From an optimization exercise on the open Yosys and OpenROAD flow, aimed at small area and a short achievable clock period; shortcuts taken in it are not production practice.
RTL that was checked went through simulation tests only; none was proved equivalent to the original.
No driver is modelled on the clock port, so clock power and skew are understated where the tree is cut down; a real chip needs a root buffer or a tree.
Power figures rest on the tool's default switching activity, not on a simulated workload.

==> flow/design.v (excerpt) <==
module jtag_pdi_sniffer (
    input  wire       clk,
    input  wire       rst,         
    input  wire       smp_valid,   
    input  wire       tms,
    input  wire       tdi,
    input  wire       tdo,
    output wire       out_valid,
    output wire [7:0] out_data,
    output wire       pdi_err
);
Size in the first run: about 660 cells after synthesis, about 150 flip-flops, ~0.0062 mm² of cells after synthesis.
clock: 6.5 ns
lec_check: 0
cap_margin: 20
core_margin: 2
core_utilization: 65
cts_buf_list: sky130_fd_sc_hd__clkbuf_8
place_density: 0.75
setup_slack_margin: 4.35
slew_margin: 20
run.sh (not shown) runs the stock make flow with config.mk's settings and CLKGATE_MAP_FILE= SYNTH_SCRIPT=/design/flow/synth_recipe.tcl, a recipe that flattens the netlist after the stock synthesis.
The first run finished clean.
Change:
CORE_UTILIZATION = 40   (was 65)
CTS_BUF_LIST = unset   (was sky130_fd_sc_hd__clkbuf_8)
PLACE_DENSITY = unset   (was 0.75)
Result:
- first-iteration DRC count goes up by 32%
- register-to-register slack is worse by 0.03 ns
- global-route usage is lower by 11 points
- sequential cell count does not change
- hold slack is about the same
- power is higher by about 11%
- core utilization drops by 27 points
- die area grows by 60%
Function was not checked in any run of this note: the RTL went through the layout flow alone.


Another version of the RTL of jtag_pdi_sniffer (not shown whole).
Size: about 670 cells after synthesis, ~150 flip-flops, about 16 I/O pins, ~0.0062 mm^2 of cells after synthesis.
clock: 6.5 ns
lec_check: 0
cap_margin: 20
core_margin: 2
core_utilization: 40
setup_slack_margin: 4.35
slew_margin: 20
The baseline passed the timing, DRC and antenna checks.
Change:
SETUP_SLACK_MARGIN = 4.25   (was 4.35)
What happened: The new run finished clean; clock-buffer cell count decreases by 1; area after synthesis is unchanged; final cell count stays flat; utilization decreases by 0.72 points; routed wire length hardly moves; power decreases by 1.8%.
No run of this note included a check of the RTL's function; only the layout flow was run.


jtag_pdi_sniffer, a different RTL version from the one above (not shown whole).
For scale: about 790 cells after synthesis, about 140 flip-flops, ~6700 µm² of cells after synthesis.
export LEC_CHECK = 0
export CAP_MARGIN = 20
export CORE_MARGIN = 2
export CORE_UTILIZATION = 40
export SLEW_MARGIN = 20
create_clock -name core_clock -period 6.5 [get_ports {clk}]
The starting point went through all stages and came out clean.
Rerun with:
Settings changed: SETUP_SLACK_MARGIN set to 4.3.
Effect:
- non-clock buffer count came out higher by 9
- sequential power hardly moves
- routed wire length came out higher by 1.8%
- count of clock-buffer cells in the layout came out lower by 3
- area after synthesis is unchanged
- synthesized cell count is unchanged
- clock power came out higher by 2.7%
- die area does not change
- final cell count came out higher by 0.99%
- cell area came out higher by 3.4%
- first-iteration DRC count came out lower by 11%
No run of this note included a check of the RTL's function; only the layout flow was run.


The RTL this note starts from:
==> flow/design.v <==
module jtag_pdi_sniffer (
    input  wire       clk,
    input  wire       rst,         
    input  wire       smp_valid,   
    input  wire       tms,
    input  wire       tdi,
    input  wire       tdo,
    output wire       out_valid,
    output wire [7:0] out_data,
    output wire       pdi_err
);
    localparam [3:0] S_RESET      = 4'hF,
                     S_IDLE       = 4'hC,
                     S_SELECT_DR  = 4'h7,
                     S_CAPTURE_DR = 4'h6,
                     S_SHIFT_DR   = 4'h2,
                     S_EXIT1_DR   = 4'h1,
                     S_PAUSE_DR   = 4'h3,
                     S_EXIT2_DR   = 4'h0,
                     S_UPDATE_DR  = 4'h5,
                     S_SELECT_IR  = 4'h4,
                     S_CAPTURE_IR = 4'hE,
                     S_SHIFT_IR   = 4'hA,
                     S_EXIT1_IR   = 4'h9,
                     S_PAUSE_IR   = 4'hB,
                     S_EXIT2_IR   = 4'h8,
                     S_UPDATE_IR  = 4'hD;
    reg sv, st, si, so, rr;
    always @(posedge clk) begin
        sv <= smp_valid;
        st <= tms;
        si <= tdi;
        so <= tdo;
        rr <= rst;
    end
    reg [3:0]  tap;
    reg        ir_id;      
    reg        ir_pdi;     
    reg [3:0]  irs;
    reg [31:0] dri;
    reg [31:22] dro;
    reg        par_w;      
    reg        par_r;      
    reg [3:0] tap_next;
    always @(*) begin
        case (tap)
            S_RESET:      tap_next = st ? S_RESET     : S_IDLE;
            S_IDLE:       tap_next = st ? S_SELECT_DR : S_IDLE;
            S_SELECT_DR:  tap_next = st ? S_SELECT_IR : S_CAPTURE_DR;
            S_CAPTURE_DR: tap_next = st ? S_EXIT1_DR  : S_SHIFT_DR;
            S_SHIFT_DR:   tap_next = st ? S_EXIT1_DR  : S_SHIFT_DR;
            S_EXIT1_DR:   tap_next = st ? S_UPDATE_DR : S_PAUSE_DR;
            S_PAUSE_DR:   tap_next = st ? S_EXIT2_DR  : S_PAUSE_DR;
            S_EXIT2_DR:   tap_next = st ? S_UPDATE_DR : S_SHIFT_DR;
            S_UPDATE_DR:  tap_next = st ? S_SELECT_DR : S_IDLE;
            S_SELECT_IR:  tap_next = st ? S_RESET     : S_CAPTURE_IR;
            S_CAPTURE_IR: tap_next = st ? S_EXIT1_IR  : S_SHIFT_IR;
            S_SHIFT_IR:   tap_next = st ? S_EXIT1_IR  : S_SHIFT_IR;
            S_EXIT1_IR:   tap_next = st ? S_UPDATE_IR : S_PAUSE_IR;
            S_PAUSE_IR:   tap_next = st ? S_EXIT2_IR  : S_PAUSE_IR;
            S_EXIT2_IR:   tap_next = st ? S_UPDATE_IR : S_SHIFT_IR;
            S_UPDATE_IR:  tap_next = st ? S_SELECT_DR : S_IDLE;
            default:      tap_next = st ? S_SELECT_DR : S_IDLE;
        endcase
    end
    wire commit = sv && (tap == S_UPDATE_DR);
    wire iev    = commit && ir_id;     
    wire pcm    = commit && ir_pdi;    
    reg  pev;              
    always @(posedge clk) begin
        pev <= pcm;
        if (rr) begin
            tap    <= S_RESET;
            ir_id  <= 1'b1;
            ir_pdi <= 1'b0;
            irs    <= 4'h0;
            dri    <= 32'h0;
            dro    <= 10'h0;
            par_w  <= 1'b0;
            par_r  <= 1'b0;
        end else if (sv) begin
            case (tap)
                S_RESET: begin
                    ir_id  <= 1'b1;
                    ir_pdi <= 1'b0;
                end
                S_SHIFT_DR: begin
                    dri   <= {si, dri[31:1]};
                    dro   <= {so, dro[31:23]};
                    par_w <= par_w ^ dri[31] ^ dri[22];
                    par_r <= par_r ^ dro[31] ^ dro[22];
                end
                S_SHIFT_IR:  irs <= {si, irs[3:1]};
                S_UPDATE_IR: begin
                    ir_id  <= (irs == 4'h3);
                    ir_pdi <= (irs == 4'h7);
                end
                default: ;
            endcase
            tap <= tap_next;
        end
    end
    reg        idl;        
    reg        rd;         
    reg        big;        
    reg        lds;        
    reg        cap;        
    reg [1:0]  arg;        
    reg [2:0]  kc;         
    reg [23:0] acc;        
    localparam [1:0] P_NONE = 2'd0, P_DEC = 2'd1, P_LD = 2'd2, P_CLR = 2'd3;
    reg [31:0] rg;
    reg [1:0]  ph;
    reg [1:0]  pop;        
    reg        pa;         
    reg        bw;         
    wire       enz = |rg;  
    wire       bad = rd ? par_r : par_w;
    wire [7:0] b   = rd ? dro[29:22] : dri[29:22];
    wire       act = (pop != P_NONE) && (pa || ph == 2'd0);
    wire       bin = (ph == 2'd0) || bw;
    reg  [7:0] ldb;
    always @(*) begin
        case (ph)
            2'd0:    ldb = dri[29:22];
            2'd1:    ldb = acc[7:0];
            2'd2:    ldb = acc[15:8];
            default: ldb = acc[23:16];
        endcase
    end
    reg  [7:0] nb;
    always @(*) begin
        if (!act)
            nb = rg[7:0];
        else case (pop)
            P_DEC:   nb = rg[7:0] - {7'd0, bin};
            P_LD:    nb = (ph <= arg) ? ldb : 8'd0;
            default: nb = 8'd0;
        endcase
    end
    always @(posedge clk) begin
        rg   <= {nb, rg[31:8]};
        ph   <= ph + 2'd1;
        bw   <= bin && (rg[7:0] == 8'd0);
        pa   <= act && ph != 2'd3;
        if (act && ph == 2'd3)
            pop <= P_NONE;
        if (rr) begin
            idl <= 1'b1;
            rd  <= 1'b0;
            big <= 1'b0;
            lds <= 1'b0;
            cap <= 1'b0;
            pop <= P_CLR;
            pa  <= 1'b0;
        end else if (pev) begin
            if (bad) begin
                idl <= 1'b1;
                rd  <= 1'b0;
                big <= 1'b0;
                lds <= 1'b0;
                cap <= 1'b0;
                if (big) pop <= P_CLR;
            end else if (idl) begin
                case (b[7:4])
                    4'h0: begin idl <= 1'b0; lds <= 1'b1; end   
                    4'h1: begin idl <= 1'b0; rd <= 1'b1; big <= 1'b1; end  
                    4'h2: begin idl <= 1'b0; end  
                    4'h3: begin idl <= 1'b0; big <= 1'b1; end  
                    4'h4: begin idl <= 1'b0; rd <= 1'b1; end  
                    4'h5: begin idl <= 1'b0; cap <= 1'b1; end  
                    4'h6: begin idl <= 1'b0; end  
                    4'h7: begin idl <= 1'b0; end  
                    4'hF: ;                                    
                    default: begin idl <= 1'b0; rd <= 1'b1; end  
                endcase
            end else begin
                if (kc != 3'd0) begin
                end else if (big && enz) begin
                    pop <= P_DEC;
                end else begin
                    if (cap) begin
                        pop <= P_LD;
                        cap <= 1'b0;
                    end
                    if (lds) begin
                        rd  <= 1'b1;
                        lds <= 1'b0;
                    end else begin
                        idl <= 1'b1;
                        rd  <= 1'b0;
                        big <= 1'b0;
                    end
                end
            end
        end
    end
    reg [2:0] kc_cmd;
    always @(*) begin
        case (b[7:4])
            4'h0:    kc_cmd = {1'b0, b[3:2]};                            
            4'h2:    kc_cmd = {1'b0, b[3:2]} + {1'b0, b[1:0]} + 3'd1;    
            4'h1, 4'h3, 4'h5:
                     kc_cmd = {1'b0, b[1:0]};                            
            4'h7:    kc_cmd = 3'd7;                                      
            default: kc_cmd = 3'd0;
        endcase
    end
    always @(posedge clk) begin
        if (pev && !bad) begin
            if (idl) begin
                arg <= b[1:0];
                kc  <= kc_cmd;
            end else if (kc != 3'd0) begin
                kc <= kc - 3'd1;
                if (cap) acc <= {acc[15:0], b};
            end else begin
                kc <= {1'b0, arg};
            end
        end
    end
    wire pdi_byte = pcm && !bad && !idl;
    reg       e3, e2, e1, e0;    
    reg       ep;                
    reg       ov;
    reg       perr;
    reg [7:0] od;
    always @(posedge clk) begin
        if (rr) begin
            e3 <= 1'b0; e2 <= 1'b0; e1 <= 1'b0; e0 <= 1'b0;
            ep <= 1'b0;
        end else begin
            e3 <= iev;
            e2 <= e3;
            e1 <= e2;
            e0 <= e1;
            ep <= pdi_byte;
        end
        ov   <= !rst && !rr && (iev || e3 || e2 || e1 || e0 || pdi_byte || ep);
        perr <= !rst && !rr && pev && bad;
        od <= ({8{iev}}      & 8'h10)
            | ({8{pdi_byte}} & 8'h11)
            | ({8{e3}}       & dri[31:24])
            | ({8{e2}}       & dri[23:16])
            | ({8{e1}}       & dri[15:8])
            | ({8{e0}}       & dri[7:0])
            | ({8{ep}}       & b);
    end
    assign out_valid = ov;
    assign out_data  = od;
    assign pdi_err   = perr;
endmodule
export LEC_CHECK = 0
export CAP_MARGIN = 20
export CORE_MARGIN = 2
export CORE_UTILIZATION = 69
export PLACE_DENSITY = 0.78
export SETUP_SLACK_MARGIN = 4.5
export SLEW_MARGIN = 20
create_clock -name core_clock -period 6.5 [get_ports {clk}]
standard.sh (not shown) runs the stock make flow with config.mk's settings and CLKGATE_MAP_FILE= SYNTH_SCRIPT=/design/flow/synth_recipe.tcl, a recipe that flattens the netlist after the stock synthesis.
==> flow/flow/run.sh <==
#!/bin/bash
# Standard ORFS layout, except that the clock tree is built by flow/pre_cts.tcl
# (a flat tree of four clock buffers) instead of TritonCTS.
set -euo pipefail
W=$(pwd)
export PRE_CTS_TCL="$W/flow/pre_cts.tcl"
bash standard.sh finish > "$W/orfs_flow.log" 2>&1
==> flow/flow/mcts.tcl <==
proc mcts_split {items idx parts} {
  set s [lsort -integer -index $idx $items]
  set n [llength $s]
  set per [expr {double($n) / $parts}]
  set out {}
  for {set k 0} {$k < $parts} {incr k} {
    lappend out [lrange $s [expr {int(round($k * $per))}] [expr {int(round(($k + 1) * $per)) - 1}]]
  }
  return $out
}

proc mcts_centre {items} {
  set sx 0; set sy 0
  foreach s $items { set sx [expr {$sx + [lindex $s 1]}]; set sy [expr {$sy + [lindex $s 2]}] }
  return [list [expr {int($sx / [llength $items])}] [expr {int($sy / [llength $items])}]]
}

proc mcts_buffer {name master x y innet outnet} {
  set block [ord::get_db_block]
  set m [[ord::get_db] findMaster $master]
  set inst [odb::dbInst_create $block $m $name]
  $inst setLocation $x $y
  $inst setPlacementStatus PLACED
  [$inst findITerm A] connect $innet
  [$inst findITerm X] connect $outnet
  return $inst
}

proc manual_cts {cols rows leaf {top ""}} {
  set block [ord::get_db_block]
  set clknet [$block findNet clk]
  set sinks {}
  foreach it [$clknet getITerms] {
    set bb [[$it getInst] getBBox]
    lappend sinks [list $it [expr {([$bb xMin] + [$bb xMax]) / 2}] [expr {([$bb yMin] + [$bb yMax]) / 2}]]
  }
  set groups {}
  foreach col [mcts_split $sinks 1 $cols] {
    foreach g [mcts_split $col 2 $rows] { lappend groups $g }
  }
  set nl [llength $groups]
  if {$top eq ""} {
    set tops [list]
    for {set i 0} {$i < $nl} {incr i} { lappend tops [list $i] }
  } else {
    # groups are column-major; consecutive groups are neighbours
    set per [expr {$nl / 4}]
    set tops [list]
    for {set t 0} {$t < 4} {incr t} {
      set l {}
      for {set j 0} {$j < $per} {incr j} { lappend l [expr {$t * $per + $j}] }
      lappend tops $l
    }
  }
  set t 0
  foreach tl $tops {
    if {$top eq ""} {
      set drvnet $clknet
    } else {
      set drvnet [odb::dbNet_create $block "mclknet_t$t"]
      $drvnet setSigType CLOCK
      set pts {}
      foreach i $tl { lappend pts [concat [list x] [mcts_centre [lindex $groups $i]]] }
      set c [mcts_centre $pts]
      mcts_buffer "mclkbuf_t$t" $top [lindex $c 0] [lindex $c 1] $clknet $drvnet
    }
    foreach i $tl {
      set g [lindex $groups $i]
      set net [odb::dbNet_create $block "mclknet_$i"]
      $net setSigType CLOCK
      foreach s $g { set it [lindex $s 0]; $it disconnect; $it connect $net }
      set c [mcts_centre $g]
      mcts_buffer "mclkbuf_$i" $leaf [lindex $c 0] [lindex $c 1] $drvnet $net
    }
    incr t
  }
  puts "manual_cts: [llength $sinks] sinks, $nl leaf buffers ($leaf), top buffers: [expr {$top eq "" ? 0 : 4}] ($top)"
}
==> flow/flow/pre_cts.tcl <==
# Replace TritonCTS with a small balanced clock tree: the clock port drives
# four buffers, each driving two leaf buffers, each driving the registers of
# one region (see mcts.tcl).
source [file join [file dirname [info script]] mcts.tcl]
manual_cts 4 2 sky130_fd_sc_hd__buf_8 sky130_fd_sc_hd__buf_8
rename clock_tree_synthesis orig_clock_tree_synthesis
proc clock_tree_synthesis {args} {
  puts "clock_tree_synthesis: replaced by the manual clock tree"
  set_propagated_clock [all_clocks]
}
Change:
--- a/flow/flow/mcts.tcl
+++ b/flow/flow/mcts.tcl
@@ -25 +25 @@
-  [$inst findITerm X] connect $outnet
+  [$inst findITerm [expr {[string match "*inv*" $master] ? "Y" : "X"}]] connect $outnet
--- a/flow/flow/pre_cts.tcl
+++ b/flow/flow/pre_cts.tcl
@@ -2,2 +2,2 @@
-# four buffers, each driving two leaf buffers, each driving the registers of
-# one region (see mcts.tcl).
+# four inverters, each driving two leaf inverters, each driving the registers
+# of one region (see mcts.tcl).  Two inversions: the registers see clk.
@@ -5 +5,7 @@
-manual_cts 4 2 sky130_fd_sc_hd__buf_8 sky130_fd_sc_hd__buf_8
+manual_cts 4 2 sky130_fd_sc_hd__inv_8 sky130_fd_sc_hd__inv_4
+# cts.tcl next clones clock inverters next to each register; the tree is
+# already complete, so that step is skipped too.
+rename repair_clock_inverters orig_repair_clock_inverters
+proc repair_clock_inverters {args} {
+  puts "repair_clock_inverters: skipped, the manual clock tree is complete"
+}
- CORE_UTILIZATION: 69 -> 72
- PLACE_DENSITY: 0.78 -> 0.8
- SETUP_SLACK_MARGIN: 4.5 -> 4.6
The new run completed without violations.
Worst setup slack improves by 0.0048 ns.
Final area climbs by about 0.34%.
Synthesized cell count does not change.
Change:
--- a/flow/flow/mcts.tcl
+++ b/flow/flow/mcts.tcl
@@ -25 +25 @@
-  [$inst findITerm [expr {[string match "*inv*" $master] ? "Y" : "X"}]] connect $outnet
+  [$inst findITerm X] connect $outnet
==> flow/flow/pre_cts.tcl (replaced) <==
# Replace TritonCTS with a small balanced clock tree: the clock port drives
# four buffers, each driving two leaf buffers, each driving the registers of
# one region (see mcts.tcl).
source [file join [file dirname [info script]] mcts.tcl]
manual_cts 4 2 sky130_fd_sc_hd__buf_8 sky130_fd_sc_hd__buf_8
rename clock_tree_synthesis orig_clock_tree_synthesis
proc clock_tree_synthesis {args} {
  puts "clock_tree_synthesis: replaced by the manual clock tree"
  set_propagated_clock [all_clocks]
}
- CORE_UTILIZATION: 72 -> 75
- PLACE_DENSITY: 0.8 -> 0.82
- SETUP_SLACK_MARGIN: 4.6 -> 4.5
=> Sequential power rose by about 0.4%. Worst setup slack stays flat. Wire length rose by 8.1%. Combinational power fell by 13%. Power rose by 7.4%. Synthesized area is unchanged. First-iteration DRC count rose by 19%.
Change:
- CORE_UTILIZATION: 75 -> 72
- PLACE_DENSITY: 0.82 -> 0.8
The new run passed the timing, DRC and antenna checks.
Via count decreases by 2.1%.
Global-route usage decreases by 1.8 points.
Register-to-register slack gains 0.02 ns.
No run of this note takes its clock network from TritonCTS; it comes from the design's own scripts or RTL.

port drivers added, routing unchanged:
No port has a modelled driver above. Below, the same layouts with a new extraction and two added sets of constraints. Step 1: set_driving_cell puts a clkbuf_16 on clk and a buf_2 on each other input, an assumption about the parent block. Step 2, shift: input delay + t, output delay - t, t = (earliest + latest rising clock arrival at the registers) / 2. This alone moves slack from input paths to output paths. Three values: no drivers, after step 1, after step 2; two values: the first two.
run	shift t [ns]	setup slack, ns	hold WS [ns]	latest minus earliest clock arrival (ns)
the first run of note 1	0.465	4.327 / 4.293 / 4.411	0.349 / 0.349 / 0.349	0.013 / 0.013
the second run of note 1	0.465	4.344 / 4.303 / 4.388	0.351 / 0.351 / 0.351	0.010 / 0.010
the first run of note 2	0.458	4.311 / 4.310 / 4.311	0.324 / 0.324 / 0.324	0.008 / 0.008
the second run of note 2	0.469	4.211 / 4.211 / 4.211	0.325 / 0.325 / 0.325	0.019 / 0.018
the first run of note 3	0.461	3.631 / 3.631 / 3.631	0.439 / 0.439 / 0.439	0.012 / 0.013
the second run of note 3	0.463	4.316 / 4.293 / 4.316	0.447 / 0.447 / 0.447	0.008 / 0.008
the first run of note 4	0.304	4.513 / 4.438 / 4.340	0.345 / 0.345 / 0.345	0.019 / 0.019
the second run of note 4	0.231	4.518 / 4.518 / 4.518	0.350 / 0.350 / 0.350	0.021 / 0.022
the third run of note 4	0.305	4.516 / 4.444 / 4.384	0.321 / 0.321 / 0.321	0.038 / 0.038
the fourth run of note 4	0.304	4.525 / 4.450 / 4.355	0.340 / 0.340 / 0.340	0.019 / 0.019
After both steps setup and hold are still met in every run listed. For the first run of note 4, which loses most, drivers alone change the setup slack by -0.075 ns; drivers and shift together by -0.173 ns.
